This design comes from an exercise in tuning for small area, a short achievable clock period and few clock cycles on the open sky130 flow, not from production work.
No run shown here included a check of the RTL's function; only the layout flow was run.
Power is estimated from default activity; no workload was simulated.

<file path="design/flow/config.mk">
export PLATFORM = sky130hd
export DESIGN_NAME = alu_core
export DESIGN_NICKNAME = alu_core
export VERILOG_FILES = /design/flow/design.v
export SDC_FILE = /design/flow/constraint.sdc
export NUM_CORES = 4
export LEC_CHECK = 0
export CAP_MARGIN = 20
export CORE_MARGIN = 2
export CORE_UTILIZATION = 45
export PLACE_DENSITY = 0.6
export SETUP_SLACK_MARGIN = 3
export SLEW_MARGIN = 20
</file>
<file path="design/flow/constraint.sdc">
create_clock -name core_clock -period 10.0 [get_ports {clk}]
set_input_delay 2.0000 -clock core_clock [delete_from_list [all_inputs] [get_ports {clk}]]
set_output_delay 2.0000 -clock core_clock [all_outputs]
set_load 0.01 [all_outputs]
</file>
<file path="design/flow/design.v">
module alu_core (
    input  wire        clk,
    input  wire        rst,         
    input  wire        cmd_valid,
    output wire        cmd_ready,
    input  wire [31:0] cmd,
    input  wire [3:0]  rd_idx,
    output wire [15:0] rd_data,
    output wire [3:0]  flags        
);
    reg [255:0] rf;                 
    reg         cf, zf, sf, of;
    function [16:0] add16(input [15:0] x, input [15:0] y, input ci);
        reg [15:0] p, g, P, G;
        integer l, k;
        begin
            p = x ^ y; g = x & y;
            G = g; P = p;
            G[0] = g[0] | (p[0] & ci);
            for (l = 1; l < 16; l = l * 2)
                for (k = 15; k >= l; k = k - 1) begin
                    G[k] = G[k] | (P[k] & G[k-l]);
                    P[k] = P[k] & P[k-l];
                end
            add16 = {G[15], p ^ {G[14:0], ci}};
        end
    endfunction
    function [17:0] add17(input [16:0] x, input [16:0] y, input ci);
        reg [16:0] p, g, P, G;
        integer l, k;
        begin
            p = x ^ y; g = x & y;
            G = g; P = p;
            G[0] = g[0] | (p[0] & ci);
            for (l = 1; l < 17; l = l * 2)
                for (k = 16; k >= l; k = k - 1) begin
                    G[k] = G[k] | (P[k] & G[k-l]);
                    P[k] = P[k] & P[k-l];
                end
            add17 = {G[16], p ^ {G[15:0], ci}};
        end
    endfunction
    assign rd_data = rf[16*rd_idx +: 16];
    assign flags   = {of, sf, zf, cf};
    reg        busy;
    reg        mode_div;            
    reg        wr_rem;              
    reg [2:0]  cnt;                 
    reg [3:0]  da, dc, dd;          
    reg [15:0] opa;                 
    reg [15:0] opb;                 
    reg [15:0] rem;                 
    assign cmd_ready = !busy;
    wire [3:0]  op  = cmd[31:28];
    wire [3:0]  fa  = cmd[27:24];
    wire [3:0]  fb  = cmd[23:20];
    wire [3:0]  fc  = cmd[19:16];
    wire [3:0]  fd  = cmd[15:12];
    wire [15:0] imm = cmd[15:0];
    reg word_ok;
    always @(*) begin
        case (op)
            4'h1, 4'h2, 4'hE: word_ok = (cmd[19:0] == 20'd0);
            4'h3:             word_ok = (cmd[11:0] == 12'd0);
            4'h4:             word_ok = (cmd[7:0] == 8'd0);
            4'h5, 4'h6:       word_ok = (cmd[23:0] == 24'd0);
            4'h7, 4'hD:       word_ok = (cmd[15:0] == 16'd0);
            4'h8, 4'h9, 4'hA, 4'hB, 4'hC: word_ok = 1'b1;
            4'hF:             word_ok = (cmd[23:16] == 8'd0);
            default:          word_ok = 1'b0;
        endcase
    end
    wire acc = cmd_valid && !busy && word_ok && !rst;
    wire isADD = (op == 4'h1), isSUB = (op == 4'h2), isMUL = (op == 4'h3),
         isDIV = (op == 4'h4), isINC = (op == 4'h5), isDEC = (op == 4'h6),
         isNEG = (op == 4'h7), isSHL = (op == 4'h8), isSHR = (op == 4'h9),
         isSAR = (op == 4'hA), isROL = (op == 4'hB), isROR = (op == 4'hC),
         isCMP = (op == 4'hD), isMOV = (op == 4'hE), isLDI = (op == 4'hF);
    wire isSH  = isSHL | isSHR | isSAR;
    wire isROT = isROL | isROR;
    wire [15:0] A = rf[16*fa +: 16];
    wire [15:0] B = rf[16*fb +: 16];
    wire a_z = (A == 16'd0), a_1 = (A == 16'd1);
    wire b_z = (B == 16'd0), b_1 = (B == 16'd1);
    wire use_xa = isADD | isSUB | isCMP | isINC | isDEC | isDIV;
    wire use_yb = isADD | isSUB | isCMP | isDIV | isMUL | isMOV;
    wire inv_y  = isSUB | isCMP | isDIV | isDEC | isNEG;
    wire cin    = isSUB | isCMP | isDIV | isINC | isNEG;
    wire [15:0] X = use_xa ? A : 16'd0;
    wire [15:0] Y = (({16{use_yb}} & B) | ({16{isNEG}} & A) | ({16{isLDI}} & imm))
                    ^ {16{inv_y}};
    wire [16:0] sum = add16(X, Y, cin);
    wire [15:0] s   = sum[15:0];
    wire        c16 = sum[16];
    wire        add_of = (X[15] ~^ Y[15]) & (s[15] ^ X[15]);
    wire        a_lt_b = !c16;                        
    wire        n16   = |imm[15:4];                   
    wire [3:0]  amt   = isSH  ? (n16 ? 4'd0 : imm[3:0]) :
                        isROT ? imm[3:0] : 4'd0;
    wire        left  = isSHL | isROL;
    wire [3:0]  r     = left ? (4'd0 - amt) : amt;
    wire [31:0] rr    = {A, A} >> r;
    wire [15:0] rot   = rr[15:0];
    reg  [15:0] thr;                                  
    integer m;
    always @(*)
        for (m = 0; m < 16; m = m + 1)
            thr[m] = n16 | (m < imm[3:0]);
    wire [15:0] thr_rev;
    genvar g;
    generate for (g = 0; g < 16; g = g + 1) begin : g_rev
        assign thr_rev[g] = thr[15-g];
    end endgenerate
    wire [15:0] fillm = ({16{isSHL}} & thr) | ({16{isSHR | isSAR}} & thr_rev);
    wire        fillv = isSAR & A[15];
    wire [15:0] sh    = (rot & ~fillm) | ({16{fillv}} & fillm);
    wire        sh_nz = isSH ? (n16 | (imm[3:0] != 4'd0)) : (imm[3:0] != 4'd0);
    wire        sh_cf = sh_nz & (left ? rot[0] : rot[15]);
    wire        k1    = (imm[3:0] == 4'd1);
    wire        sh_of = isSHL ? ((imm == 16'd1) & (sh[15] ^ sh_cf)) :
                        isROL ? (k1 & (sh[15] ^ sh_cf)) :
                        isROR ? (k1 & (sh[15] ^ sh[14])) : 1'b0;
    wire mul_triv = a_z | b_z | a_1 | b_1;
    wire div_triv = b_z | b_1 | a_lt_b;
    wire div_skip = ({2'd0, A[15:2]} < B);            
    wire div_nt   = isDIV & !div_triv;
    wire sel_sum = isADD | isSUB | isCMP | isINC | isDEC | isNEG | isMOV | isLDI
                 | (isMUL & a_1 & !b_1);
    wire sel_sh  = isSH | isROT | isDIV | (isMUL & b_1);
    wire [15:0] w1_acc = ({16{sel_sum}} & s) | ({16{sel_sh}} & sh);
    wire [15:0] prod = opa * opb;
    wire [16:0] r1   = {rem, opa[15]};
    wire [17:0] d1   = add17(r1, {1'b1, ~opb}, 1'b1);
    wire        ge1  = d1[17];
    wire [15:0] rem1 = ge1 ? d1[15:0] : r1[15:0];
    wire [15:0] dq1  = {opa[14:0], ge1};
    wire [16:0] r2   = {rem1, dq1[15]};
    wire [17:0] d2   = add17(r2, {1'b1, ~opb}, 1'b1);
    wire        ge2  = d2[17];
    wire [15:0] remN = ge2 ? d2[15:0] : r2[15:0];
    wire [15:0] dqN  = {dq1[14:0], ge2};
    wire fin_q = busy && !wr_rem && (cnt == 3'd0);    
    wire fin_r = busy && wr_rem;                      
    wire [15:0] w1 = !busy ? w1_acc : wr_rem ? rem : mode_div ? dqN : prod;
    wire wa  = acc & (isADD | isSUB | isINC | isDEC | isNEG | isSH | isROT | isMOV | isLDI
                      | (isMUL & mul_triv) | (isDIV & !b_z & b_1));
    wire wb  = acc & isNEG;
    wire wc  = acc & (isCMP | isSH | isROT | (isDIV & !b_z & b_1));
    wire wd  = acc & isDIV & !b_z & !b_1 & a_lt_b;
    wire za  = acc & isDIV & (b_z | (!b_1 & a_lt_b));
    wire zc  = acc & ((isDIV & !b_z & !b_1 & a_lt_b) | isMUL);
    wire zd  = acc & isDIV & !b_z & b_1;
    reg [15:0] e1, z;
    integer i;
    always @(*) begin
        for (i = 0; i < 16; i = i + 1) begin
            e1[i] = (wa & (fa == i)) | (wb & (fb == i)) | (wc & (fc == i)) | (wd & (fd == i))
                  | (fin_q & ((da == i) | (mode_div & (dc == i))))
                  | (fin_r & (dd == i));
            z[i]  = rst | (za & (fa == i)) | (zc & (fc == i)) | (zd & (fd == i));
        end
    end
    wire fl_we = acc & !isMOV & !isLDI;
    wire cf_we = fl_we & !isINC & !isDEC;
    wire w1_z  = (w1_acc == 16'd0);
    wire zf_nx = isMUL | (isDIV ? (b_z | (b_1 ? a_z : a_lt_b)) : w1_z);
    wire sf_nx = (isDIV ? (!b_z & b_1 & A[15]) : w1_acc[15]) & !isMUL;
    wire cf_nx = (isADD & c16) | ((isSUB | isCMP) & !c16) | (isNEG & !w1_z)
               | ((isSH | isROT) & sh_cf) | (isMUL & A[0]) | (isDIV & b_z);
    wire of_nx = ((isADD | isSUB | isCMP | isINC | isDEC | isNEG) & add_of)
               | ((isSH | isROT) & sh_of) | (isMUL & A[0]) | (isDIV & b_z);
    always @(posedge clk) begin
        for (i = 0; i < 16; i = i + 1)
            rf[16*i +: 16] <= ({16{e1[i] & !z[i]}} & w1)
                            | ({16{!(e1[i] | z[i])}} & rf[16*i +: 16]);
        if (rst) begin
            cf <= 1'b0; zf <= 1'b0; sf <= 1'b0; of <= 1'b0;
        end else if (fl_we) begin
            zf <= zf_nx; sf <= sf_nx; of <= of_nx;
            if (cf_we) cf <= cf_nx;
        end
    end
    always @(posedge clk) begin
        if (rst) begin
            busy <= 1'b0;
        end else if (busy) begin
            if (fin_r || (fin_q && !mode_div)) busy <= 1'b0;
        end else if (acc & ((isMUL & !mul_triv) | div_nt)) begin
            busy <= 1'b1;
        end
    end
    always @(posedge clk) begin
        if (!busy) begin
            mode_div <= isDIV;
            wr_rem   <= 1'b0;
            cnt      <= (isDIV & !div_skip) ? 3'd7 : 3'd0;
            da       <= fa;
            dc       <= fc;
            dd       <= fd;
            opa      <= (isDIV & div_skip) ? {A[1:0], 14'd0} : A;
            opb      <= B;
            rem      <= (isDIV & div_skip) ? {2'd0, A[15:2]} : 16'd0;
        end else begin
            cnt <= cnt - 3'd1;
            if (fin_q) wr_rem <= 1'b1;
            if (!wr_rem) begin
                opa <= dqN;
                rem <= remN;
            end
        end
    end
endmodule
</file>
<file path="design/flow/run.sh">
#!/bin/bash
# synth_recipe.tcl (not shown) runs the flow's synth.tcl, then flattens the netlist and writes it again
# the make line also repeats each setting of config.mk as NAME=value (left out here)
make -C /OpenROAD-flow-scripts/flow DESIGN_CONFIG=/design/flow/config.mk WORK_HOME=/design/flow/orfs CLKGATE_MAP_FILE= SYNTH_SCRIPT=/design/flow/synth_recipe.tcl finish
</file>
==> run_summary.xml, run 1 <==
<?xml version="1.0" encoding="UTF-8"?>
<metrics>
  <group name="route">
    <metric name="routed_wl" unit="mm">105</metric>
    <metric name="post_drt_via_cell_ratio" unit="">6.52</metric>
    <metric name="via_count" unit="">25170</metric>
    <metric name="initialDrtViolationCount" unit="">2610</metric>
    <metric name="routed_wire_length_per_instance" unit="um">27.1</metric>
    <metric name="drt_drc_violations_left" unit="">0</metric>
    <metric name="ant_nets" unit="">0</metric>
    <metric name="drt_first_pass_iters" unit="">6</metric>
  </group>
  <group name="sta">
    <metric name="timing.clock.skew" unit="ns">0.0295</metric>
    <metric name="whs" unit="ns">0.455</metric>
    <metric name="layout_worst_path_cycle_share" unit="%">69.5</metric>
    <metric name="timing.setup.tns" unit="ns">0</metric>
    <metric name="finalHoldViolations" unit="">0</metric>
    <metric name="slew_headroom" unit="%">24.2</metric>
    <metric name="drv_slew" unit="">0</metric>
    <metric name="tightest_slew" unit="ns">1.13</metric>
    <metric name="grt_setup_unrepaired" unit="">true</metric>
    <metric name="report.final.setup_viol" unit="">0</metric>
    <metric name="layout_min_cycle_time" unit="ns">6.95</metric>
    <metric name="maxClockFrequency" unit="MHz">144</metric>
  </group>
  <group name="min_path">
    <metric name="launch_instance_of_the_worst_min_delay_path" unit="">cnt[0]</metric>
    <metric name="worst_hold_path.endpoint" unit="">cnt[0]</metric>
    <metric name="hold-path-cell-count" unit="">1</metric>
    <metric name="hp-class" unit="">register to register</metric>
  </group>
  <group name="clocking">
    <metric name="clk_transition_reported_paths" unit="ns">0.05</metric>
    <metric name="cts_buffer_depth" unit="">3</metric>
    <metric name="worstSkewPairLatency" unit="ns">0.58</metric>
    <metric name="h_tree_lvls" unit="">2</metric>
    <metric name="tritoncts" unit="">done</metric>
    <metric name="tritoncts.num_buffers" unit="">39</metric>
    <metric name="cts.root.buffer_cell" unit="">sky130_fd_sc_hd__clkbuf_16</metric>
    <metric name="cts-hold-fix-buffers" unit="">0</metric>
    <metric name="clock_sinks" unit="">326</metric>
  </group>
  <group name="logic_synthesis">
    <metric name="number_of_synthesized_flops_with_an_enable_pin" unit="">61</metric>
    <metric name="synth_ff_type" unit="">sky130_fd_sc_hd__dfxtp_1</metric>
    <metric name="fraction_of_registers_with_async_set_reset" unit="%">0</metric>
    <metric name="synth.lib_cells_used.distinct" unit="">81</metric>
    <metric name="synth.ff_latch_count" unit="">326</metric>
    <metric name="synth_seq_area_share" unit="%">25.1</metric>
    <metric name="synth_cells" unit="">2957</metric>
    <metric name="synthesis.area" unit="um^2">28400</metric>
    <metric name="synth.yosys.warnings" unit="">1</metric>
    <metric name="syn-num-nets" unit="">3194</metric>
    <metric name="synth.avg_cell_area" unit="um^2">9.60</metric>
  </group>
  <group name="critical_path">
    <metric name="slowest_delay" unit="ns">0.70</metric>
    <metric name="r2r_cells" unit="">20</metric>
    <metric name="rr_endpoint" unit="">rf[14]</metric>
    <metric name="crit_top_cell" unit="">sky130_fd_sc_hd__buf_4</metric>
    <metric name="crit_chain" unit="">clkdlybuf4s15_2, nor2_4, buf_4, a22oi_1, nand2_1, or4_1, nor4_4, a31oi_1, a2111oi_2, a221oi_1, o21ai_0, a31oi_2, buf_4, nor2_1, a22o_1</metric>
    <metric name="critPathMaxFanout" unit="">16</metric>
    <metric name="crit_path_end_kind" unit="">register</metric>
    <metric name="cp_data_required_time" unit="ns">10.50</metric>
    <metric name="crit_slowest_cell" unit="">sky130_fd_sc_hd__a2111oi_2</metric>
    <metric name="r2r_slack" unit="ns">3.40</metric>
    <metric name="rr_startpoint" unit="">opb[4]</metric>
    <metric name="path_class" unit="">primary input to register</metric>
    <metric name="worst-endpoint-arrival" unit="ns">7.45</metric>
    <metric name="worstSetupStartpointType" unit="">primary input</metric>
  </group>
  <group name="power">
    <metric name="cell_internal_pwr" unit="W">0.00237</metric>
    <metric name="power_leakage" unit="nW">14.0</metric>
    <metric name="clock_power_share" unit="%">44.2</metric>
    <metric name="seq_power_share" unit="%">40.8</metric>
    <metric name="power.share.combinational" unit="%">15.0</metric>
    <metric name="netSwitchingFraction" unit="%">28.1</metric>
    <metric name="max-vdd-ir-drop" unit="mV">0.139</metric>
    <metric name="power.switching" unit="W">0.000928</metric>
    <metric name="power_density" unit="nW/um^2">101</metric>
  </group>
  <group name="grt">
    <metric name="number_of_global_route_vias_before_repair" unit="">24338</metric>
    <metric name="antenna_found_initial" unit="">1</metric>
    <metric name="grt_pass1_wl" unit="mm">154</metric>
    <metric name="grt_max_degree" unit="">66</metric>
    <metric name="grt.total_usage" unit="%">31.7</metric>
    <metric name="grt_overflow" unit="">0</metric>
  </group>
  <group name="layout">
    <metric name="num_antenna_cells" unit="">0</metric>
    <metric name="layout-drive-gt1-share" unit="%">19.3</metric>
    <metric name="syn_to_final_growth" unit="%">14.8</metric>
    <metric name="nets" unit="">3220</metric>
    <metric name="fillers" unit="">5610</metric>
    <metric name="post-route-cell-area" unit="um^2">32600</metric>
    <metric name="postLayoutCoreUtil" unit="%">51.9</metric>
  </group>
  <group name="floorplanning">
    <metric name="floorplan.core_area" unit="um^2">62700</metric>
    <metric name="floorplan.io_pins" unit="">60</metric>
    <metric name="floorplan.rows" unit="">92</metric>
    <metric name="fp.dieH" unit="um">255</metric>
    <metric name="floorplan.die_area" unit="um^2">65100</metric>
    <metric name="chipWidth" unit="um">255</metric>
    <metric name="start_util" unit="%">45.2</metric>
  </group>
  <group name="place">
    <metric name="gp_routability_congestion" unit="">0.986</metric>
    <metric name="dpl-instance-area" unit="um^2">30100</metric>
    <metric name="post-dp-hpwl" unit="mm">75.5</metric>
    <metric name="io_buffers" unit="">59</metric>
  </group>
  <group name="run">
    <metric name="maxCapViolations" unit="">0</metric>
  </group>
  <group name="run_status">
    <metric name="outcome" unit="">complete, no violations</metric>
  </group>
</metrics>
[power by group through the flow]
stage | sequential [W] | clock [W] | combinational [W]
final | 0.00135 | 0.00146 | 0.000495
after global routing | 0.00135 | 0.00153 | 0.000515
after CTS | 0.00135 | 0.00148 | 0.000457
after detailed placement | 0.00137 | 0 | 0.000435
after global placement | 0.00137 | 0 | 0.000434
after floorplan | 0.00137 | 0 | 0.000292
[sequential cells by signal (all words and copies together), names as in the netlist]
register / flops
dc: 4
opb: 16
wr_rem: 1
sf: 1
mode_div: 1
cf: 1
rem: 16
cnt: 3
busy: 1
da: 4
rf: 256
opa: 16
dd: 4
zf: 1
of: 1
[metal layers]
metal / share of wire [%] / wire, um / vias up / GRT usage, %
met2: 46 / 48200 / 1345 / 50.7
met1: 40 / 42400 / 12660 / 43.0
met4: 3.9 / 4050 / 0 / 11.6
met5: 0 / 0 / - / 0
met3: 9.6 / 10000 / 247 / 5.63
li1: - / - / 10918 / -
[synth_stat cells, drive strengths merged, types with 39 or more instances]
cell | n | area (um^2)
edfxtp | 61 | 1830
nor3 | 46 | 230
xnor2 | 69 | 604
nand2 | 181 | 679
nand3 | 39 | 200
a21oi | 117 | 589
buf | 82 | 412
a22o | 93 | 815
clkbuf | 132 | 495
o21ai | 91 | 455
nor2 | 348 | 1310
mux2i | 247 | 2470
fa | 84 | 1680
inv | 191 | 717
nor2b | 83 | 519
and2 | 71 | 447
mux4 | 210 | 4730
ha | 114 | 1430
dfxtp | 265 | 5310
[critical path, delay by kind of cell]
kind            cells  cell delay, ns
simple gates        5            2.19
compound gates      7            2.14
buf+inv             3            1.09
[placed cells by master, fill, tap and decap left out, drive strengths merged, types with 44 or more instances in the layout]
cell	synthesis	final
nor2b	83	83
xnor2	69	69
clkbuf	132	61
nor3	46	46
mux2i	247	247
edfxtp	61	61
o21ai	91	91
nand2	181	181
inv	191	193
clkdlybuf4s50	0	44
fa	84	84
a22o	93	93
buf	82	144
ha	114	114
a21oi	117	117
dfxtp	265	265
and2	71	71
nor2	348	348
mux4	210	210
[repair_timing]
| item | CTS | global route |
|---|---|---|
| endpoints found under the setup margin | 277 | 270 |
| buffers inserted | 18 | 30 |
| gates resized for setup | 83 | 72 |
| pin swaps | 7 | 19 |
| cloned | 0 | 2 |
[worst max path at each step]
stage / start / slack (ns) / end / cells after the start
4_1_cts: cmd[30] / 2.99 / rf[42] / 23
6_report: cmd[22] / 3.05 / rf[145] / 15
2_1_floorplan: cmd[20] / 2.92 / cf / 23
3_3_place_gp: cmd[22] / 1.15 / rf[187] / 22
5_1_grt: cmd[21] / 2.87 / rf[139] / 20
3_5_place_dp: cmd[22] / 1.14 / rf[27] / 22
[kinds of logic (layout without fill, tap and decap cells)]
family                     count (synthesis)  after routing  share of synthesized area [%]
AOI/OAI and AO/OA                        578            578                           14.4
buffers and inverters                    406            462                           5.73
muxes                                    488            488                           26.6
DFF                                      326            326                           25.1
and+or+nand+nor                          867            867                           14.3
xor gates and xnor gates                  94             94                           2.90
adders and majority gates                198            198                           10.9
[per-stage QoR]
stage	worst slack [ns]	std cells	power [W]
2_1_floorplan	2.92	2957	0.00166
3_5_place_dp	1.14	3738	0.00181
5_1_grt	2.87	3859	0.00339
6_report	3.05	3859	0.00330
3_3_place_gp	1.15	3738	0.00181
4_1_cts	2.99	3827	0.00328
[layout make-up]
class	instances	area (um^2)	share of cell area (%)
repair buffers	199	2000	6.13
inverters	192	724	2.22
multi-input cells	2225	20400	62.5
clock inverters	13	140	0.430
clock buffers	58	1150	3.52
flip-flops and latches	326	7140	21.9
well taps	846	1060	3.25
==> run 2: changes to the inputs <==
--- a/design/flow/config.mk
+++ b/design/flow/config.mk
@@ -11,3 +11,3 @@
 export PLACE_DENSITY = 0.6
-export SETUP_SLACK_MARGIN = 3
+export SETUP_SLACK_MARGIN = 0
 export SLEW_MARGIN = 20
==> run 2 against run 1 <==
Net effect:
- maximum frequency fell by 22%
- sequential power about the same
- first-iteration DRC count is 0.11% lower
- worst setup slack worse by 2.0 ns
==> run_summary.xml, run 2 <==
<?xml version="1.0" encoding="UTF-8"?>
<metrics>
  <group name="clocking">
    <metric name="cts.root.buffer_cell" unit="">sky130_fd_sc_hd__clkbuf_16</metric>
    <metric name="clk_transition_reported_paths" unit="ns">0.06</metric>
    <metric name="post-cts-setup-buffer-count" unit="">0</metric>
    <metric name="cts_repair_resize_count" unit="">0</metric>
    <metric name="tritoncts.num_buffers" unit="">40</metric>
    <metric name="cts_buffer_depth" unit="">3</metric>
    <metric name="worstSkewPairLatency" unit="ns">0.60</metric>
    <metric name="clock_sinks" unit="">326</metric>
    <metric name="cts-hold-fix-buffers" unit="">0</metric>
    <metric name="h_tree_lvls" unit="">2</metric>
    <metric name="tritoncts" unit="">done</metric>
  </group>
  <group name="critical_path">
    <metric name="worst-endpoint-arrival" unit="ns">9.40</metric>
    <metric name="crit_top_cell" unit="">sky130_fd_sc_hd__nor2b_1</metric>
    <metric name="path_class" unit="">primary input to register</metric>
    <metric name="crit_chain" unit="">clkdlybuf4s50_1, nor2b_1, nor4_1, a21oi_1, inv_1, a222oi_1, xnor2_1, fa_1, fa_1, a21o_1, a21oi_1, nor2b_1, o211ai_1, a311oi_1, o211ai_1, nand2_1, nor2_1, nand3_1, o211a_1, nor2b_1, a22o_1</metric>
    <metric name="crit_slowest_cell" unit="">sky130_fd_sc_hd__a21oi_1</metric>
    <metric name="crit_path_end_kind" unit="">register</metric>
    <metric name="cp_data_required_time" unit="ns">10.47</metric>
    <metric name="slowest_delay" unit="ns">0.91</metric>
    <metric name="crit_family" unit="">compound AO/OA/AOI/OAI gates</metric>
    <metric name="path_buf_inv" unit="">2</metric>
    <metric name="worstSetupStartpointType" unit="">primary input</metric>
    <metric name="critPathMaxFanout" unit="">18</metric>
  </group>
  <group name="grt">
    <metric name="grt_overflow" unit="">0</metric>
    <metric name="grt_max_degree" unit="">68</metric>
    <metric name="antenna_found_initial" unit="">5</metric>
    <metric name="grt.total_usage" unit="%">31.9</metric>
    <metric name="number_of_global_route_vias_before_repair" unit="">24272</metric>
    <metric name="grt_pass1_wl" unit="mm">155</metric>
  </group>
  <group name="layout">
    <metric name="final_common_cell" unit="">sky130_fd_sc_hd__nor2_1</metric>
    <metric name="syn_to_final_growth" unit="%">10.9</metric>
    <metric name="most-common-layout-cells" unit="">347 x sky130_fd_sc_hd__nor2_1, 264 x sky130_fd_sc_hd__dfxtp_1, 245 x sky130_fd_sc_hd__mux2i_1</metric>
    <metric name="nets" unit="">3197</metric>
    <metric name="finish.cell_count_without_fillers" unit="">3838</metric>
    <metric name="layout-drive-gt1-share" unit="%">16.5</metric>
    <metric name="fillers" unit="">5764</metric>
    <metric name="largest_register_ff_count" unit="">256</metric>
    <metric name="top_register" unit="">rf</metric>
  </group>
  <group name="logic_synthesis">
    <metric name="synth_cells" unit="">2957</metric>
    <metric name="synthesis.area" unit="um^2">28400</metric>
    <metric name="synth_seq_area_share" unit="%">25.1</metric>
    <metric name="synth.yosys.warnings" unit="">1</metric>
    <metric name="synth.ff_latch_count" unit="">326</metric>
    <metric name="fraction_of_registers_with_async_set_reset" unit="%">0</metric>
    <metric name="syn-num-nets" unit="">3194</metric>
    <metric name="netlist.area_leader.share" unit="%">18.7</metric>
    <metric name="synth.avg_cell_area" unit="um^2">9.60</metric>
    <metric name="synth_ff_type" unit="">sky130_fd_sc_hd__dfxtp_1</metric>
    <metric name="synthTopCellsByArea" unit="">sky130_fd_sc_hd__dfxtp_1 19%, sky130_fd_sc_hd__mux4_2 17%, sky130_fd_sc_hd__mux2i_1 8.7%</metric>
    <metric name="number_of_synthesized_flops_with_an_enable_pin" unit="">61</metric>
    <metric name="netlist_top_cells_count" unit="">348 x sky130_fd_sc_hd__nor2_1, 265 x sky130_fd_sc_hd__dfxtp_1, 247 x sky130_fd_sc_hd__mux2i_1, 210 x sky130_fd_sc_hd__mux4_2, 190 x sky130_fd_sc_hd__inv_1</metric>
    <metric name="yosys.cell_count.top_type" unit="">sky130_fd_sc_hd__nor2_1</metric>
    <metric name="synthDominantAreaCellType" unit="">sky130_fd_sc_hd__dfxtp_1</metric>
    <metric name="synth.lib_cells_used.distinct" unit="">81</metric>
  </group>
  <group name="power">
    <metric name="power_leakage" unit="nW">13.5</metric>
    <metric name="max-vdd-ir-drop" unit="mV">0.127</metric>
    <metric name="power_density" unit="nW/um^2">104</metric>
  </group>
  <group name="floorplanning">
    <metric name="floorplan.rows" unit="">92</metric>
    <metric name="chipWidth" unit="um">255</metric>
    <metric name="start_util" unit="%">45.2</metric>
    <metric name="floorplan.core_area" unit="um^2">62700</metric>
    <metric name="floorplan.io_pins" unit="">60</metric>
    <metric name="floorplan.die_area" unit="um^2">65100</metric>
    <metric name="fp.dieH" unit="um">255</metric>
  </group>
  <group name="place">
    <metric name="io_buffers" unit="">59</metric>
    <metric name="post-dp-hpwl" unit="mm">76.2</metric>
    <metric name="place.detailed.instances" unit="">3763</metric>
    <metric name="dp_worst_setup_slack" unit="ns">0.636</metric>
    <metric name="gp_routability_congestion" unit="">0.967</metric>
  </group>
  <group name="min_path">
    <metric name="hp-class" unit="">register to register</metric>
  </group>
  <group name="sta">
    <metric name="timing.clock.skew" unit="ns">0.0291</metric>
    <metric name="slew_headroom" unit="%">13.0</metric>
    <metric name="finalHoldViolations" unit="">0</metric>
    <metric name="drv_slew" unit="">0</metric>
    <metric name="layout_min_cycle_time" unit="ns">8.93</metric>
    <metric name="postLayoutSetupSlackWorst" unit="ns">1.07</metric>
    <metric name="tightest_slew" unit="ns">1.30</metric>
    <metric name="layout_worst_path_cycle_share" unit="%">89.3</metric>
    <metric name="timing.setup.tns" unit="ns">0</metric>
    <metric name="maxClockFrequency" unit="MHz">112</metric>
    <metric name="grt_setup_unrepaired" unit="">false</metric>
    <metric name="report.final.setup_viol" unit="">0</metric>
  </group>
  <group name="run_status">
    <metric name="outcome" unit="">complete, no violations</metric>
  </group>
  <group name="route">
    <metric name="via_count" unit="">25048</metric>
    <metric name="routed_wl" unit="mm">105</metric>
    <metric name="ant_nets" unit="">0</metric>
    <metric name="routed_wire_length_per_instance" unit="um">27.3</metric>
    <metric name="post_drt_via_cell_ratio" unit="">6.53</metric>
    <metric name="drt_first_pass_iters" unit="">8</metric>
    <metric name="initialDrtViolationCount" unit="">2607</metric>
    <metric name="drt_drc_violations_left" unit="">0</metric>
  </group>
  <group name="run">
    <metric name="maxCapViolations" unit="">0</metric>
  </group>
</metrics>
-- run 2: cell count changes in the layout (fill, tap and decap cells not counted), moves of 6 or more --
cell                              change
sky130_fd_sc_hd__buf_8                -6
sky130_fd_sc_hd__o221ai_4            -10
sky130_fd_sc_hd__clkdlybuf4s50_1      +8
sky130_fd_sc_hd__buf_12              -15
sky130_fd_sc_hd__a221oi_1            +14
sky130_fd_sc_hd__nand2_1              +8
sky130_fd_sc_hd__buf_4               +10
sky130_fd_sc_hd__buf_6                -8
sky130_fd_sc_hd__a221oi_2            -11
-- run 2: final cells by class --
cell class	instances	area (um^2)	area share, %
multi-input combinational	2225	19800	63.0
clock buffer	56	1140	3.63
tap	846	1060	3.36
sequential	326	7140	22.7
clock inverter	16	146	0.465
timing repair buffer	175	1450	4.59
antenna	2	5.00	0.0159
inverter	192	721	2.29
-- run 2: final timing paths --
path	start	endpoint	slack, ns	depth (start not counted)
max	cmd[28]	rf[129]	1.07	21
min reg2reg	cnt[0]	cnt[0]	0.45	1
max reg2reg	opb[1]	rf[208]	2.24	27
min	cnt[0]	cnt[0]	0.45	1
-- run 2: layer usage --
| layer | wire (um) | up-vias | global-route usage, % |
|---|---|---|---|
| li1 | - | 10862 | - |
| met1 | 42100 | 12612 | 42.4 |
| met2 | 48800 | 1314 | 51.9 |
| met3 | 9440 | 260 | 4.86 |
| met4 | 4370 | 0 | 13.5 |
| met5 | 0 | - | 0 |
-- run 2: cell families (layout without fill, tap and decap cells) --
family / Yosys count / after routing / share of synthesized area (%)
and+or+nand+nor: 867 / 867 / 14.3
other: 0 / 2 / 0
buffers and inverters: 406 / 439 / 5.73
muxes: 488 / 488 / 26.6
adders and majority gates: 198 / 198 / 10.9
AOI/OAI and AO/OA: 578 / 578 / 14.4
DFF: 326 / 326 / 25.1
xor gates and xnor gates: 94 / 94 / 2.90
-- run 2: power by group --
part           internal, W  leakage, nW  switching [W]  total (W)
clock network     0.000828        0.626       0.000636    0.00146
logic             0.000150         10.0       0.000304   0.000454
registers          0.00134         2.87     0.00000696    0.00135
-- run 2: metrics by stage --
stage	total power [W]	util [%]	hold slack (ns)	instance area, um^2
after detailed placement	0.00182	48.1	0.442	30200
after global placement	0.00181	48.1	0.425	30200
final	0.00326	50.2	0.448	31500
after CTS	0.00327	50.1	0.451	31400
after global routing	0.00335	50.2	0.470	31500
after floorplan	0.00165	-	0.411	28400
==> run 3: changes to the inputs <==
==> design/flow/flow/run.sh (new file) <==
#!/bin/bash
# Standard ORFS layout, with the port buffers made from plain buffers (buf_4)
# instead of the delay cells buffer_ports picks by default, and with timing
# repair free to resize cells across footprints.
set -euo pipefail
export BUFFER_PORTS_ARGS="-buffer_cell sky130_fd_sc_hd__buf_4"
bash standard.sh MATCH_CELL_FOOTPRINT=0 "BUFFER_PORTS_ARGS=-buffer_cell sky130_fd_sc_hd__buf_4" finish > make_finish.log 2>&1
==> design/flow/standard.sh (new file) <==
#!/bin/bash
# synth_recipe.tcl (not shown) runs the flow's synth.tcl, then flattens the netlist and writes it again
# the make line also repeats each setting of config.mk as NAME=value (left out here)
make -C /OpenROAD-flow-scripts/flow DESIGN_CONFIG=/design/flow/config.mk WORK_HOME=/design/flow/orfs CLKGATE_MAP_FILE= SYNTH_SCRIPT=/design/flow/synth_recipe.tcl "${@:-finish}"
--- a/design/flow/config.mk
+++ b/design/flow/config.mk
@@ -11,3 +11,3 @@
 export PLACE_DENSITY = 0.6
-export SETUP_SLACK_MARGIN = 0
+export SETUP_SLACK_MARGIN = 3
 export SLEW_MARGIN = 20
removed: design/flow/run.sh
==> run 3 against run 2 <==
Net effect:
- die area stayed put
- cell count grew 1.8%
- global-route usage rose by 0.82 points
- utilization up 2.2 points
- sequential power barely moved
- via count increased by 1.5%
- maximum frequency rose by 29%
- total power up 3.9%
- clock skew shrank 0.0066 ns
- synthesized cell count is the same
- critical path type unchanged
==> run_summary.xml, run 3 <==
<?xml version="1.0" encoding="UTF-8"?>
<metrics>
  <group name="place">
    <metric name="dpl-instance-area" unit="um^2">30000</metric>
    <metric name="dp_worst_setup_slack" unit="ns">1.30</metric>
    <metric name="io_buffers" unit="">59</metric>
    <metric name="post-dp-hpwl" unit="mm">76.5</metric>
    <metric name="gp_routability_congestion" unit="">0.957</metric>
  </group>
  <group name="grt">
    <metric name="antenna_found_initial" unit="">3</metric>
    <metric name="grt_overflow" unit="">0</metric>
    <metric name="grt_pass1_wl" unit="mm">159</metric>
    <metric name="grt.total_usage" unit="%">32.8</metric>
    <metric name="number_of_global_route_vias_before_repair" unit="">24984</metric>
    <metric name="grt_max_degree" unit="">68</metric>
  </group>
  <group name="logic_synthesis">
    <metric name="number_of_synthesized_flops_with_an_enable_pin" unit="">61</metric>
    <metric name="synth.lib_cells_used.distinct" unit="">81</metric>
    <metric name="synthTopCellsByArea" unit="">sky130_fd_sc_hd__dfxtp_1 19%, sky130_fd_sc_hd__mux4_2 17%, sky130_fd_sc_hd__mux2i_1 8.7%</metric>
    <metric name="synth_cells" unit="">2957</metric>
    <metric name="synth.yosys.warnings" unit="">1</metric>
    <metric name="synthesis.area" unit="um^2">28400</metric>
    <metric name="yosys.cell_count.top_type" unit="">sky130_fd_sc_hd__nor2_1</metric>
    <metric name="synthDominantAreaCellType" unit="">sky130_fd_sc_hd__dfxtp_1</metric>
    <metric name="netlist_top_cells_count" unit="">348 x sky130_fd_sc_hd__nor2_1, 265 x sky130_fd_sc_hd__dfxtp_1, 247 x sky130_fd_sc_hd__mux2i_1, 210 x sky130_fd_sc_hd__mux4_2, 190 x sky130_fd_sc_hd__inv_1</metric>
    <metric name="syn-num-nets" unit="">3194</metric>
    <metric name="synth.avg_cell_area" unit="um^2">9.60</metric>
    <metric name="fraction_of_registers_with_async_set_reset" unit="%">0</metric>
    <metric name="netlist.area_leader.share" unit="%">18.7</metric>
    <metric name="synth_seq_area_share" unit="%">25.1</metric>
    <metric name="synth_ff_type" unit="">sky130_fd_sc_hd__dfxtp_1</metric>
    <metric name="synth.ff_latch_count" unit="">326</metric>
  </group>
  <group name="route">
    <metric name="routed_wl" unit="mm">110</metric>
    <metric name="met2RoutedLength" unit="mm">51.4</metric>
    <metric name="via_count" unit="">25421</metric>
    <metric name="routed_wire_length_per_instance" unit="um">28.2</metric>
    <metric name="drt_first_pass_iters" unit="">5</metric>
    <metric name="post_drt_via_cell_ratio" unit="">6.51</metric>
    <metric name="drt_drc_violations_left" unit="">0</metric>
    <metric name="ant_nets" unit="">0</metric>
    <metric name="initialDrtViolationCount" unit="">2630</metric>
    <metric name="route.top_layer_used" unit="">met5</metric>
    <metric name="drt-met1-wl" unit="mm">42.5</metric>
    <metric name="routed-wl-met3" unit="mm">9.85</metric>
  </group>
  <group name="floorplanning">
    <metric name="floorplan.die_area" unit="um^2">65100</metric>
    <metric name="fp.dieH" unit="um">255</metric>
    <metric name="floorplan.rows" unit="">92</metric>
    <metric name="floorplan.io_pins" unit="">60</metric>
    <metric name="floorplan.core_area" unit="um^2">62700</metric>
    <metric name="chipWidth" unit="um">255</metric>
    <metric name="start_util" unit="%">45.2</metric>
  </group>
  <group name="clocking">
    <metric name="clk_transition_reported_paths" unit="ns">0.06</metric>
    <metric name="cts-hold-fix-buffers" unit="">0</metric>
    <metric name="worstSkewPairLatency" unit="ns">0.59</metric>
    <metric name="clock_sinks" unit="">326</metric>
    <metric name="cts.root.buffer_cell" unit="">sky130_fd_sc_hd__clkbuf_16</metric>
    <metric name="h_tree_lvls" unit="">2</metric>
    <metric name="cts_buffer_depth" unit="">3</metric>
    <metric name="tritoncts" unit="">done</metric>
    <metric name="tritoncts.num_buffers" unit="">39</metric>
  </group>
  <group name="sta">
    <metric name="slew_headroom" unit="%">20.9</metric>
    <metric name="layout_min_cycle_time" unit="ns">6.93</metric>
    <metric name="tightest_slew" unit="ns">1.19</metric>
    <metric name="finalHoldViolations" unit="">0</metric>
    <metric name="timing.setup.tns" unit="ns">0</metric>
    <metric name="maxClockFrequency" unit="MHz">144</metric>
    <metric name="drv_slew" unit="">0</metric>
    <metric name="layout_worst_path_cycle_share" unit="%">69.3</metric>
    <metric name="grt_setup_unrepaired" unit="">true</metric>
    <metric name="postLayoutSetupSlackWorst" unit="ns">3.07</metric>
    <metric name="report.final.setup_viol" unit="">0</metric>
    <metric name="timing.clock.skew" unit="ns">0.0225</metric>
  </group>
  <group name="power">
    <metric name="power_leakage" unit="nW">14.2</metric>
    <metric name="max-vdd-ir-drop" unit="mV">0.143</metric>
    <metric name="power_density" unit="nW/um^2">103</metric>
  </group>
  <group name="critical_path">
    <metric name="worst-endpoint-arrival" unit="ns">7.40</metric>
    <metric name="crit_path_end_kind" unit="">register</metric>
    <metric name="critPathMaxFanout" unit="">16</metric>
    <metric name="worstSetupStartpointType" unit="">primary input</metric>
    <metric name="path_class" unit="">primary input to register</metric>
    <metric name="cp_data_required_time" unit="ns">10.47</metric>
  </group>
  <group name="layout">
    <metric name="nets" unit="">3265</metric>
    <metric name="final_common_cell" unit="">sky130_fd_sc_hd__nor2_1</metric>
    <metric name="fillers" unit="">5719</metric>
    <metric name="largest_register_ff_count" unit="">256</metric>
    <metric name="post-route-cell-area" unit="um^2">32900</metric>
    <metric name="syn_to_final_growth" unit="%">15.8</metric>
    <metric name="top_register" unit="">rf</metric>
    <metric name="most-common-layout-cells" unit="">345 x sky130_fd_sc_hd__nor2_1, 264 x sky130_fd_sc_hd__dfxtp_1, 245 x sky130_fd_sc_hd__mux2i_1</metric>
    <metric name="layout-drive-gt1-share" unit="%">21.8</metric>
  </group>
  <group name="run">
    <metric name="maxCapViolations" unit="">0</metric>
  </group>
  <group name="run_status">
    <metric name="outcome" unit="">complete, no violations</metric>
  </group>
  <group name="min_path">
    <metric name="hp-class" unit="">register to register</metric>
  </group>
</metrics>
## run 3: layout make-up
type | count | area [um^2] | area share (%)
Inverter | 192 | 721 | 2.19
Multi-Input combinational cell | 2225 | 20300 | 61.9
Clock buffer | 48 | 1080 | 3.29
Timing Repair Buffer | 244 | 2230 | 6.77
Clock inverter | 24 | 305 | 0.929
Sequential cell | 326 | 7140 | 21.7
Antenna cell | 2 | 5.00 | 0.0152
Tap cell | 846 | 1060 | 3.22
## run 3: layer usage
layer,vias up,GRT usage (%)
met5,-,0
met4,2,16.5
met3,349,6.30
met2,1462,53.4
met1,12594,41.5
li1,11014,-
## run 3: repair_timing
| item | CTS | global route |
|---|---|---|
| resized for setup | 55 | 42 |
| setup endpoints to repair | 274 | 266 |
| buffers inserted | 22 | 59 |
| cloned | 0 | 7 |
| pin swaps | 12 | 19 |
## run 3: worst max-delay path, cell delays in order
cell,delay (ns)
sky130_fd_sc_hd__buf_4,0.27
sky130_fd_sc_hd__nor2b_2,0.40
sky130_fd_sc_hd__buf_4,0.34
sky130_fd_sc_hd__a22oi_1,0.17
sky130_fd_sc_hd__nand2_1,0.31
sky130_fd_sc_hd__inv_1,0.12
sky130_fd_sc_hd__o22ai_1,0.29
sky130_fd_sc_hd__a21oi_1,0.12
sky130_fd_sc_hd__xnor2_2,0.20
sky130_fd_sc_hd__fa_2,0.37
sky130_fd_sc_hd__a21o_1,0.18
sky130_fd_sc_hd__a21oi_2,0.19
sky130_fd_sc_hd__nor2b_2,0.08
sky130_fd_sc_hd__o211ai_1,0.26
sky130_fd_sc_hd__a311oi_2,0.19
sky130_fd_sc_hd__o211ai_1,0.30
sky130_fd_sc_hd__nand2_2,0.18
sky130_fd_sc_hd__buf_12,0.17
sky130_fd_sc_hd__nor2_4,0.17
sky130_fd_sc_hd__nand4_1,0.10
sky130_fd_sc_hd__and3_2,0.48
sky130_fd_sc_hd__nor2b_1,0.27
sky130_fd_sc_hd__a22o_1,0.23
## run 3: power breakdown
group          leakage [nW]  internal [W]  total, W  switching, W
sequential             2.87       0.00134   0.00135    0.00000756
clock                 0.674      0.000909   0.00154      0.000634
combinational          10.7      0.000175  0.000501      0.000326
## run 3: cell families (layout without fill, tap and decap cells)
kind of cell             count (synthesis)  in the layout  synth area share (%)
multiplexers                           488            488                  26.6
AND/OR/NAND/NOR                        867            867                  14.3
adder cells (fa/ha/maj)                198            198                  10.9
buffers and inverters                  406            508                  5.73
XOR/XNOR                                94             94                  2.90
other                                    0              2                     0
flip-flops                             326            326                  25.1
AO/OA/AOI/OAI                          578            578                  14.4
## run 3: stage by stage
stage / cells / utilization (%) / hold WS, ns / total power [W]
detailed placement: 3745 / 47.9 / 0.433 / 0.00181
finish: 3907 / 52.4 / 0.457 / 0.00339
global route: 3905 / 52.4 / 0.472 / 0.00348
CTS: 3839 / 51.0 / 0.460 / 0.00336
floorplan: 2957 / - / 0.411 / 0.00166
global placement: 3743 / 47.8 / 0.427 / 0.00181
## run 3: path summary, 6_finish.rpt
kind	slack (ns)	cells after the start	to	start
worst min-delay path	0.46	1	cnt[0]	cnt[0]
worst min register to register	0.46	1	cnt[0]	cnt[0]
worst max register to register	3.23	20	rf[222]	opb[4]
worst max-delay path	3.07	23	rf[250]	cmd[23]
==> run 4: changes to the inputs <==
--- a/design/flow/design.v
+++ b/design/flow/design.v
@@ -10,4 +10,2 @@
 );
-    reg [255:0] rf;                 
-    reg         cf, zf, sf, of;
     function [16:0] add16(input [15:0] x, input [15:0] y, input ci);
@@ -42,2 +40,4 @@
     endfunction
+    reg [255:0] rf;                 
+    reg         cf, zf, sf, of;
     assign rd_data = rf[16*rd_idx +: 16];
@@ -82,6 +82,6 @@
     wire [15:0] B = rf[16*fb +: 16];
-    wire a_z = (A == 16'd0), a_1 = (A == 16'd1);
+    wire a_z = (A == 16'd0);
     wire b_z = (B == 16'd0), b_1 = (B == 16'd1);
     wire use_xa = isADD | isSUB | isCMP | isINC | isDEC | isDIV;
-    wire use_yb = isADD | isSUB | isCMP | isDIV | isMUL | isMOV;
+    wire use_yb = isADD | isSUB | isCMP | isDIV | isMOV;
     wire inv_y  = isSUB | isCMP | isDIV | isDEC | isNEG;
@@ -122,10 +122,10 @@
                         isROR ? (k1 & (sh[15] ^ sh[14])) : 1'b0;
-    wire mul_triv = a_z | b_z | a_1 | b_1;
-    wire div_triv = b_z | b_1 | a_lt_b;
+    wire mul_z    = a_z | b_z;                        
+    wire div_now  = b_z | a_z;                        
+    wire div_one  = !b_z & !a_z & (b_1 | a_lt_b);     
     wire div_skip = ({2'd0, A[15:2]} < B);            
-    wire div_nt   = isDIV & !div_triv;
-    wire sel_sum = isADD | isSUB | isCMP | isINC | isDEC | isNEG | isMOV | isLDI
-                 | (isMUL & a_1 & !b_1);
-    wire sel_sh  = isSH | isROT | isDIV | (isMUL & b_1);
-    wire [15:0] w1_acc = ({16{sel_sum}} & s) | ({16{sel_sh}} & sh);
+    wire div_run  = !b_z & !a_z & !b_1 & !a_lt_b;     
+    wire sel_sum = isADD | isSUB | isCMP | isINC | isDEC | isNEG | isMOV | isLDI;
+    wire sel_sh  = isSH | isROT | (isDIV & b_1);
+    wire [15:0] w_acc = ({16{sel_sum}} & s) | ({16{sel_sh}} & sh);
     wire [15:0] prod = opa * opb;
@@ -143,27 +143,24 @@
     wire fin_r = busy && wr_rem;                      
-    wire [15:0] w1 = !busy ? w1_acc : wr_rem ? rem : mode_div ? dqN : prod;
-    wire wa  = acc & (isADD | isSUB | isINC | isDEC | isNEG | isSH | isROT | isMOV | isLDI
-                      | (isMUL & mul_triv) | (isDIV & !b_z & b_1));
-    wire wb  = acc & isNEG;
-    wire wc  = acc & (isCMP | isSH | isROT | (isDIV & !b_z & b_1));
-    wire wd  = acc & isDIV & !b_z & !b_1 & a_lt_b;
-    wire za  = acc & isDIV & (b_z | (!b_1 & a_lt_b));
-    wire zc  = acc & ((isDIV & !b_z & !b_1 & a_lt_b) | isMUL);
-    wire zd  = acc & isDIV & !b_z & b_1;
-    reg [15:0] e1, z;
+    wire [15:0] w = !busy ? w_acc : wr_rem ? rem : mode_div ? dqN : prod;
+    wire wa = acc & (isADD | isSUB | isINC | isDEC | isNEG | isSH | isROT | isMOV | isLDI
+                     | (isMUL & mul_z) | (isDIV & (div_now | div_one)));
+    wire wb = acc & isNEG;
+    wire wc = acc & (isCMP | isSH | isROT | isMUL | (isDIV & !b_z));
+    wire wd = acc & isDIV & !b_z & a_z;
+    reg [15:0] we;
     integer i;
     always @(*) begin
-        for (i = 0; i < 16; i = i + 1) begin
-            e1[i] = (wa & (fa == i)) | (wb & (fb == i)) | (wc & (fc == i)) | (wd & (fd == i))
+        for (i = 0; i < 16; i = i + 1)
+            we[i] = rst
+                  | (wa & (fa == i)) | (wb & (fb == i)) | (wc & (fc == i)) | (wd & (fd == i))
                   | (fin_q & ((da == i) | (mode_div & (dc == i))))
                   | (fin_r & (dd == i));
-            z[i]  = rst | (za & (fa == i)) | (zc & (fc == i)) | (zd & (fd == i));
-        end
-    end
+    end
+    wire [15:0] wdat = rst ? 16'd0 : w;
     wire fl_we = acc & !isMOV & !isLDI;
     wire cf_we = fl_we & !isINC & !isDEC;
-    wire w1_z  = (w1_acc == 16'd0);
-    wire zf_nx = isMUL | (isDIV ? (b_z | (b_1 ? a_z : a_lt_b)) : w1_z);
-    wire sf_nx = (isDIV ? (!b_z & b_1 & A[15]) : w1_acc[15]) & !isMUL;
-    wire cf_nx = (isADD & c16) | ((isSUB | isCMP) & !c16) | (isNEG & !w1_z)
+    wire w_z   = (w_acc == 16'd0);
+    wire zf_nx = isMUL | (isDIV ? (b_z | a_z | (!b_1 & a_lt_b)) : w_z);
+    wire sf_nx = (isDIV ? (b_1 & A[15]) : w_acc[15]) & !isMUL;
+    wire cf_nx = (isADD & c16) | ((isSUB | isCMP) & !c16) | (isNEG & !a_z)
                | ((isSH | isROT) & sh_cf) | (isMUL & A[0]) | (isDIV & b_z);
@@ -173,4 +170,3 @@
         for (i = 0; i < 16; i = i + 1)
-            rf[16*i +: 16] <= ({16{e1[i] & !z[i]}} & w1)
-                            | ({16{!(e1[i] | z[i])}} & rf[16*i +: 16]);
+            if (we[i]) rf[16*i +: 16] <= wdat;
         if (rst) begin
@@ -187,3 +183,3 @@
             if (fin_r || (fin_q && !mode_div)) busy <= 1'b0;
-        end else if (acc & ((isMUL & !mul_triv) | div_nt)) begin
+        end else if (acc & ((isMUL & !mul_z) | (isDIV & (div_one | div_run)))) begin
             busy <= 1'b1;
@@ -194,3 +190,3 @@
             mode_div <= isDIV;
-            wr_rem   <= 1'b0;
+            wr_rem   <= isDIV & !div_run;
             cnt      <= (isDIV & !div_skip) ? 3'd7 : 3'd0;
@@ -201,3 +197,4 @@
             opb      <= B;
-            rem      <= (isDIV & div_skip) ? {2'd0, A[15:2]} : 16'd0;
+            rem      <= b_1 ? 16'd0 : a_lt_b ? A :
+                        (isDIV & div_skip) ? {2'd0, A[15:2]} : 16'd0;
         end else begin
--- a/design/flow/config.mk
+++ b/design/flow/config.mk
@@ -11,3 +11,3 @@
 export PLACE_DENSITY = 0.6
-export SETUP_SLACK_MARGIN = 3
+export SETUP_SLACK_MARGIN = 4
 export SLEW_MARGIN = 20
==> run 4 against run 3 <==
Net effect:
- still clean on timing, DRC and antenna
- clock skew shrank 0.0023 ns
- synthesized area shrank 4.0%
- non-clock buffer count grew 18
- sequential share of layout area grew 7.8 points
- die area shrank 3.9%
- cell count shrank 15%
- worst hold slack lost 0.014 ns
- combinational power grew to 8.3 times the previous value
- critical path depth shrank 1
- critical endpoint is now rf[243]
- largest power group is now combinational cells
==> run_summary.xml, run 4 <==
<?xml version="1.0" encoding="UTF-8"?>
<metrics>
  <group name="critical_path">
    <metric name="worstSetupStartpointType" unit="">primary input</metric>
    <metric name="critPathMaxFanout" unit="">6</metric>
    <metric name="cp_data_required_time" unit="ns">10.32</metric>
    <metric name="crit_path_end_kind" unit="">register</metric>
    <metric name="path_class" unit="">primary input to register</metric>
    <metric name="worst-endpoint-arrival" unit="ns">6.74</metric>
  </group>
  <group name="clocking">
    <metric name="cts.root.buffer_cell" unit="">sky130_fd_sc_hd__clkbuf_16</metric>
    <metric name="tritoncts.num_buffers" unit="">39</metric>
    <metric name="clk_transition_reported_paths" unit="ns">0.07</metric>
    <metric name="clock_sinks" unit="">326</metric>
    <metric name="tritoncts" unit="">done</metric>
    <metric name="h_tree_lvls" unit="">2</metric>
    <metric name="cts_buffer_depth" unit="">3</metric>
    <metric name="worstSkewPairLatency" unit="ns">0.58</metric>
  </group>
  <group name="layout">
    <metric name="nets" unit="">2753</metric>
    <metric name="regArea" unit="um^2">9710</metric>
    <metric name="multiInputGateArea" unit="um^2">17100</metric>
    <metric name="layout-drive-gt1-share" unit="%">28.9</metric>
    <metric name="top_register" unit="">rf</metric>
    <metric name="finish.cell_count_without_fillers" unit="">3322</metric>
    <metric name="final_common_cell" unit="">sky130_fd_sc_hd__edfxtp_1</metric>
    <metric name="most-common-layout-cells" unit="">318 x sky130_fd_sc_hd__edfxtp_1, 198 x sky130_fd_sc_hd__mux4_2, 189 x sky130_fd_sc_hd__nand2_1</metric>
    <metric name="syn_to_final_growth" unit="%">20.5</metric>
    <metric name="fillers" unit="">5027</metric>
    <metric name="largest_register_ff_count" unit="">256</metric>
    <metric name="num_antenna_cells" unit="">0</metric>
  </group>
  <group name="logic_synthesis">
    <metric name="synth_seq_area_share" unit="%">35.6</metric>
    <metric name="netlist_top_cells_count" unit="">318 x sky130_fd_sc_hd__edfxtp_1, 198 x sky130_fd_sc_hd__mux4_2, 196 x sky130_fd_sc_hd__nand2_1, 191 x sky130_fd_sc_hd__inv_1, 116 x sky130_fd_sc_hd__nor2_1</metric>
    <metric name="number_of_synthesized_flops_with_an_enable_pin" unit="">318</metric>
    <metric name="netlist.area_leader.share" unit="%">35.0</metric>
    <metric name="synth.lib_cells_used.distinct" unit="">92</metric>
    <metric name="synth.yosys.warnings" unit="">1</metric>
    <metric name="fraction_of_registers_with_async_set_reset" unit="%">0</metric>
    <metric name="yosys.cell_count.top_type" unit="">sky130_fd_sc_hd__edfxtp_1</metric>
    <metric name="synthesis.area" unit="um^2">27200</metric>
    <metric name="synth_cells" unit="">2371</metric>
    <metric name="synthDominantAreaCellType" unit="">sky130_fd_sc_hd__edfxtp_1</metric>
    <metric name="syn-num-nets" unit="">2608</metric>
    <metric name="synth.avg_cell_area" unit="um^2">11.5</metric>
    <metric name="synth.ff_latch_count" unit="">326</metric>
    <metric name="synth_ff_type" unit="">sky130_fd_sc_hd__edfxtp_1</metric>
    <metric name="synthTopCellsByArea" unit="">sky130_fd_sc_hd__edfxtp_1 35%, sky130_fd_sc_hd__mux4_2 16%, sky130_fd_sc_hd__fa_1 6.2%</metric>
  </group>
  <group name="place">
    <metric name="post-dp-hpwl" unit="mm">64.5</metric>
    <metric name="place.detailed.instances" unit="">3088</metric>
    <metric name="dp_worst_setup_slack" unit="ns">1.61</metric>
    <metric name="gp_routability_congestion" unit="">0.978</metric>
    <metric name="io_buffers" unit="">59</metric>
  </group>
  <group name="route">
    <metric name="drt_drc_violations_left" unit="">0</metric>
    <metric name="ant_nets" unit="">0</metric>
    <metric name="routed_wire_length_per_instance" unit="um">29.8</metric>
    <metric name="post_drt_via_cell_ratio" unit="">6.67</metric>
    <metric name="routed_wl" unit="mm">98.9</metric>
    <metric name="drt_first_pass_iters" unit="">5</metric>
    <metric name="via_count" unit="">22158</metric>
    <metric name="initialDrtViolationCount" unit="">2902</metric>
  </group>
  <group name="power">
    <metric name="netSwitchingFraction" unit="%">40.5</metric>
    <metric name="seq_power_share" unit="%">25.8</metric>
    <metric name="cell_internal_pwr" unit="W">0.00445</metric>
    <metric name="clock_power_share" unit="%">18.9</metric>
    <metric name="power.share.combinational" unit="%">55.4</metric>
    <metric name="power.switching" unit="W">0.00303</metric>
    <metric name="power_density" unit="nW/um^2">228</metric>
    <metric name="power" unit="W">0.00748</metric>
    <metric name="max-vdd-ir-drop" unit="mV">0.177</metric>
    <metric name="power_leakage" unit="nW">12.6</metric>
  </group>
  <group name="floorplanning">
    <metric name="floorplan.rows" unit="">90</metric>
    <metric name="start_util" unit="%">45.3</metric>
    <metric name="chipWidth" unit="um">250</metric>
    <metric name="floorplan.io_pins" unit="">60</metric>
    <metric name="floorplan.die_area" unit="um^2">62500</metric>
    <metric name="floorplan.core_area" unit="um^2">60100</metric>
    <metric name="fp.dieH" unit="um">250</metric>
  </group>
  <group name="grt">
    <metric name="grt_max_degree" unit="">69</metric>
    <metric name="grt_overflow" unit="">0</metric>
    <metric name="antenna_found_initial" unit="">3</metric>
    <metric name="grt_pass1_wl" unit="mm">144</metric>
    <metric name="number_of_global_route_vias_before_repair" unit="">21556</metric>
    <metric name="grt.total_usage" unit="%">31.0</metric>
  </group>
  <group name="sta">
    <metric name="postLayoutSetupSlackWorst" unit="ns">3.58</metric>
    <metric name="whs" unit="ns">0.444</metric>
    <metric name="timing.setup.tns" unit="ns">0</metric>
    <metric name="drv_slew" unit="">0</metric>
    <metric name="timing.clock.skew" unit="ns">0.0203</metric>
    <metric name="slew_headroom" unit="%">31.8</metric>
    <metric name="finalHoldViolations" unit="">0</metric>
    <metric name="grt_setup_unrepaired" unit="">true</metric>
    <metric name="tightest_slew" unit="ns">1.02</metric>
    <metric name="layout_min_cycle_time" unit="ns">6.42</metric>
    <metric name="layout_worst_path_cycle_share" unit="%">64.2</metric>
    <metric name="maxClockFrequency" unit="MHz">156</metric>
    <metric name="report.final.setup_viol" unit="">0</metric>
  </group>
  <group name="min_path">
    <metric name="hp-class" unit="">register to register</metric>
  </group>
  <group name="run">
    <metric name="maxCapViolations" unit="">0</metric>
  </group>
  <group name="run_status">
    <metric name="outcome" unit="">complete, no violations</metric>
  </group>
</metrics>
==> run 4: cell types whose count changed in the layout (fill, tap and decap cells not counted), sizes merged, moves of 12 or more <==
cell,delta
dfxtp,-257
edfxtp,+257
nor2,-232
mux2i,-169
a22o,-90
nor2b,-52
a22oi,+49
nand2,+20
a21oi,-15
mux2,-15
nand3,-14
a21o,+12
o22ai,-12
==> run 4: cell type report <==
cell class / count / share of cell area (%)
Inverter: 199 / 2.29
Tap cell: 782 / 2.98
Clock buffer: 41 / 2.99
Clock inverter: 24 / 0.731
Sequential cell: 326 / 29.6
Timing Repair Buffer: 262 / 9.26
Multi-Input combinational cell: 1688 / 52.2
==> run 4: cell families (layout without fill, tap and decap cells) <==
| kind of cell | count (synthesis) | in the layout | synth area share (%) |
|---|---|---|---|
| fa+ha+maj | 198 | 198 | 11.4 |
| flops | 326 | 326 | 35.6 |
| simple gates | 581 | 583 | 10.6 |
| xor+xnor | 88 | 88 | 2.83 |
| compound gates | 515 | 517 | 13.0 |
| buf+inv | 361 | 526 | 5.74 |
| mux | 302 | 302 | 20.9 |
==> run 4: timing repair <==
action / in CTS / in global routing
buffers inserted: 121 / 29
resized for setup: 188 / 64
gates cloned: 15 / 4
hold buffers: 0 / 0
endpoints found under the setup margin: 564 / 518
pin swaps: 67 / 57
==> run 4: layer usage <==
layer | up-vias | part of all wire, % | routed length [um] | track usage, %
met2 | 1373 | 47 | 46200 | 50.0
met4 | 0 | 5.2 | 5180 | 13.7
met3 | 276 | 10 | 10000 | 5.06
li1 | 9323 | - | - | -
met1 | 11186 | 38 | 37500 | 41.6
met5 | - | 0 | 0 | 0
==> run 4: power by group through the flow <==
stage | clock [W] | combinational, W | sequential (W)
after floorplan | 0 | 0.00253 | 0.00185
after global placement | 0 | 0.00329 | 0.00197
after detailed placement | 0 | 0.00334 | 0.00198
after CTS | 0.00142 | 0.00387 | 0.00191
after global routing | 0.00147 | 0.00452 | 0.00194
final | 0.00141 | 0.00414 | 0.00193
==> run 4: worst paths after layout <==
path | start | end | slack [ns] | cells past startpoint
setup reg to reg | opb[1] | rf[255] | 3.89 | 23
hold reg to reg | cnt[0] | cnt[0] | 0.44 | 1
hold / removal | cnt[0] | cnt[0] | 0.44 | 1
setup / recovery | cmd[24] | rf[243] | 3.58 | 22
==> run 4: worst max-delay path, stage by stage <==
cell,delay (ns)
sky130_fd_sc_hd__buf_16,0.14
sky130_fd_sc_hd__mux4_2,0.54
sky130_fd_sc_hd__a22oi_2,0.29
sky130_fd_sc_hd__a21oi_2,0.11
sky130_fd_sc_hd__a221oi_2,0.20
sky130_fd_sc_hd__xor2_1,0.13
sky130_fd_sc_hd__fa_2,0.40
sky130_fd_sc_hd__fa_2,0.36
sky130_fd_sc_hd__nor2b_1,0.11
sky130_fd_sc_hd__o21a_1,0.15
sky130_fd_sc_hd__o21a_1,0.14
sky130_fd_sc_hd__o22a_1,0.18
sky130_fd_sc_hd__o2111ai_2,0.15
sky130_fd_sc_hd__a21oi_2,0.18
sky130_fd_sc_hd__o211ai_1,0.14
sky130_fd_sc_hd__a211o_1,0.32
sky130_fd_sc_hd__a211oi_2,0.21
sky130_fd_sc_hd__a211o_4,0.22
sky130_fd_sc_hd__buf_6,0.12
sky130_fd_sc_hd__nor3_4,0.04
sky130_fd_sc_hd__a211o_4,0.40
sky130_fd_sc_hd__clkbuf_16,0.19
==> run 4: through the flow <==
stage               instance area, um^2  util (%)
floorplan                         27500         -
global placement                  28400      47.2
detailed placement                28400      47.2
CTS                               32200      53.5
global route                      32800      54.6
finish                            32800      54.6
==> run 5: changes to the inputs <==
==> design/flow/run.sh (new file) <==
#!/bin/bash
# synth_recipe.tcl (not shown) runs the flow's synth.tcl, then flattens the netlist and writes it again
# the make line also repeats each setting of config.mk as NAME=value (left out here)
make -C /OpenROAD-flow-scripts/flow DESIGN_CONFIG=/design/flow/config.mk WORK_HOME=/design/flow/orfs CLKGATE_MAP_FILE= SYNTH_SCRIPT=/design/flow/synth_recipe.tcl finish
removed: design/flow/flow/run.sh
removed: design/flow/standard.sh
==> run 5 against run 4 <==
Net effect:
- first-iteration DRC count is 1.2% higher
- cell count is 1.1% higher
- worst hold slack worse by 0.0022 ns
- wire length is 2.6% higher
- final area is 1.8% higher
- critical path depth is 3 higher
- via count is 1.5% higher
- critical endpoint is now rf[94]
- maximum frequency is 4.1% lower
- register-to-register slack better by 0.05 ns
- synthesized area stayed put
- sequential share of layout area is 0.52 points lower
- still clean on timing, DRC and antenna
==> run_summary.xml, run 5 <==
<?xml version="1.0" encoding="UTF-8"?>
<metrics>
  <group name="critical_path">
    <metric name="path_class" unit="">primary input to register</metric>
    <metric name="critical_path.startpoint" unit="">cmd[26]</metric>
    <metric name="number_of_gates_on_the_worst_path_with_buffers_counted" unit="">25</metric>
    <metric name="crit_slowest_cell" unit="">sky130_fd_sc_hd__a221o_4</metric>
    <metric name="crit_path_end_kind" unit="">register</metric>
    <metric name="cp_data_required_time" unit="ns">10.32</metric>
    <metric name="destination_of_the_critical_timing_path" unit="">rf[94]</metric>
    <metric name="rr_endpoint" unit="">rf[111]</metric>
    <metric name="r2r_cells" unit="">22</metric>
  </group>
  <group name="route">
    <metric name="drt_drc_violations_left" unit="">0</metric>
    <metric name="initialDrtViolationCount" unit="">2938</metric>
    <metric name="post_drt_via_cell_ratio" unit="">6.70</metric>
    <metric name="routed_wl" unit="mm">101</metric>
    <metric name="drt_first_pass_iters" unit="">6</metric>
  </group>
  <group name="logic_synthesis">
    <metric name="synth.yosys.warnings" unit="">1</metric>
    <metric name="netlist_top_cells_count" unit="">318 x sky130_fd_sc_hd__edfxtp_1, 198 x sky130_fd_sc_hd__mux4_2, 196 x sky130_fd_sc_hd__nand2_1, 191 x sky130_fd_sc_hd__inv_1, 116 x sky130_fd_sc_hd__nor2_1</metric>
    <metric name="fraction_of_registers_with_async_set_reset" unit="%">0</metric>
    <metric name="synth.ff_latch_count" unit="">326</metric>
    <metric name="yosys.cell_count.top_type" unit="">sky130_fd_sc_hd__edfxtp_1</metric>
    <metric name="syn-num-nets" unit="">2608</metric>
    <metric name="synth_ff_type" unit="">sky130_fd_sc_hd__edfxtp_1</metric>
    <metric name="synth.lib_cells_used.distinct" unit="">92</metric>
  </group>
  <group name="floorplanning">
    <metric name="floorplan.core_area" unit="um^2">60100</metric>
    <metric name="floorplan.rows" unit="">90</metric>
    <metric name="start_util" unit="%">45.3</metric>
    <metric name="floorplan.io_pins" unit="">60</metric>
  </group>
  <group name="layout">
    <metric name="layout-drive-gt1-share" unit="%">29.0</metric>
    <metric name="nets" unit="">2785</metric>
    <metric name="top_register" unit="">rf</metric>
    <metric name="largest_register_ff_count" unit="">256</metric>
    <metric name="most-common-layout-cells" unit="">318 x sky130_fd_sc_hd__edfxtp_1, 198 x sky130_fd_sc_hd__mux4_2, 186 x sky130_fd_sc_hd__nand2_1</metric>
    <metric name="final_common_cell" unit="">sky130_fd_sc_hd__edfxtp_1</metric>
    <metric name="num_antenna_cells" unit="">0</metric>
  </group>
  <group name="clocking">
    <metric name="worstSkewPairLatency" unit="ns">0.59</metric>
    <metric name="h_tree_lvls" unit="">2</metric>
    <metric name="cts.root.buffer_cell" unit="">sky130_fd_sc_hd__clkbuf_16</metric>
    <metric name="tritoncts" unit="">done</metric>
    <metric name="cts-hold-fix-buffers" unit="">0</metric>
  </group>
  <group name="power">
    <metric name="cell_internal_pwr" unit="W">0.00434</metric>
    <metric name="max-vdd-ir-drop" unit="mV">0.183</metric>
    <metric name="netSwitchingFraction" unit="%">40.8</metric>
  </group>
  <group name="sta">
    <metric name="drv_slew" unit="">0</metric>
    <metric name="timing.clock.skew" unit="ns">0.0389</metric>
    <metric name="report.final.setup_viol" unit="">0</metric>
    <metric name="tightest_slew" unit="ns">1.14</metric>
  </group>
  <group name="grt">
    <metric name="grt_pass1_wl" unit="mm">147</metric>
    <metric name="number_of_global_route_vias_before_repair" unit="">21932</metric>
  </group>
  <group name="run_status">
    <metric name="outcome" unit="">complete, no violations</metric>
  </group>
  <group name="run">
    <metric name="maxCapViolations" unit="">0</metric>
  </group>
</metrics>
==> run 5: cell counts after synthesis <==
Identical to the previous run, type by type.
==> run 5: how the worst min path moves through the flow <==
| stage | startpoint | to | slack, ns | cells past startpoint |
|---|---|---|---|---|
| after CTS | cnt[0] | cnt[0] | 0.44 | 1 |
| after floorplan | cnt[0] | cnt[0] | 0.41 | 1 |
| after detailed placement | cnt[0] | cnt[0] | 0.43 | 1 |
| after global placement | cnt[0] | cnt[0] | 0.43 | 1 |
| after global routing | cnt[0] | cnt[0] | 0.47 | 1 |
| final | cnt[0] | cnt[0] | 0.44 | 1 |
==> run 5: timing repair <==
item / CTS / global route
pin swaps: 65 / 38
endpoints found under the setup margin: 565 / 533
cloned: 24 / 2
setup buffers: 129 / 37
resized for setup: 245 / 131
==> run 5: kinds of logic after synthesis <==
| logic type | Yosys count | share of synthesized area (%) |
|---|---|---|
| adder cells (fa/ha/maj) | 198 | 11.4 |
| AND/OR/NAND/NOR | 581 | 10.6 |
| multiplexers | 302 | 20.9 |
| buffers and inverters | 361 | 5.74 |
| AO/OA/AOI/OAI | 515 | 13.0 |
| XOR/XNOR | 88 | 2.83 |
| flip-flops | 326 | 35.6 |
==> run 5: cell type report <==
cell class	count	area, um^2	share of cell area, %
Clock buffer	44	995	2.97
Timing Repair Buffer	289	3460	10.4
Inverter	199	752	2.25
Clock inverter	24	203	0.606
Multi-Input combinational cell	1693	17300	51.9
Tap cell	782	978	2.93
Sequential cell	326	9710	29.0
==> run 5: power groups by stage <==
| stage | combinational [W] | clock (W) | sequential, W |
|---|---|---|---|
| after global placement | 0.00331 | 0 | 0.00197 |
| after global routing | 0.00441 | 0.00143 | 0.00194 |
| final | 0.00404 | 0.00137 | 0.00193 |
| after floorplan | 0.00253 | 0 | 0.00185 |
| after detailed placement | 0.00333 | 0 | 0.00199 |
| after CTS | 0.00369 | 0.00138 | 0.00192 |
==> run 5: metrics by stage <==
stage | cell area (um^2) | std cells | hold slack, ns | total power, W
final | 33400 | 3357 | 0.441 | 0.00734
after detailed placement | 28600 | 3097 | 0.430 | 0.00531
after global placement | 28600 | 3097 | 0.428 | 0.00528
after global routing | 33400 | 3357 | 0.473 | 0.00779
after floorplan | 27600 | 2371 | 0.411 | 0.00438
after CTS | 32600 | 3318 | 0.438 | 0.00699
==> run 5: metal layers <==
layer	vias up	part of all wire (%)	track usage [%]
met5	-	0.043	0
met4	8	5.5	14.5
met3	315	11	6.67
met2	1455	45	49.6
met1	11305	39	43.1
li1	9404	-	-

Setup slack of run 5, layout unchanged: 3.310 ns with ideal ports, 3.100 ns with driving cells assumed (clock clkbuf_16, inputs buf_2), 2.472 ns with port delays also shifted by the 0.629 ns mid clock arrival.
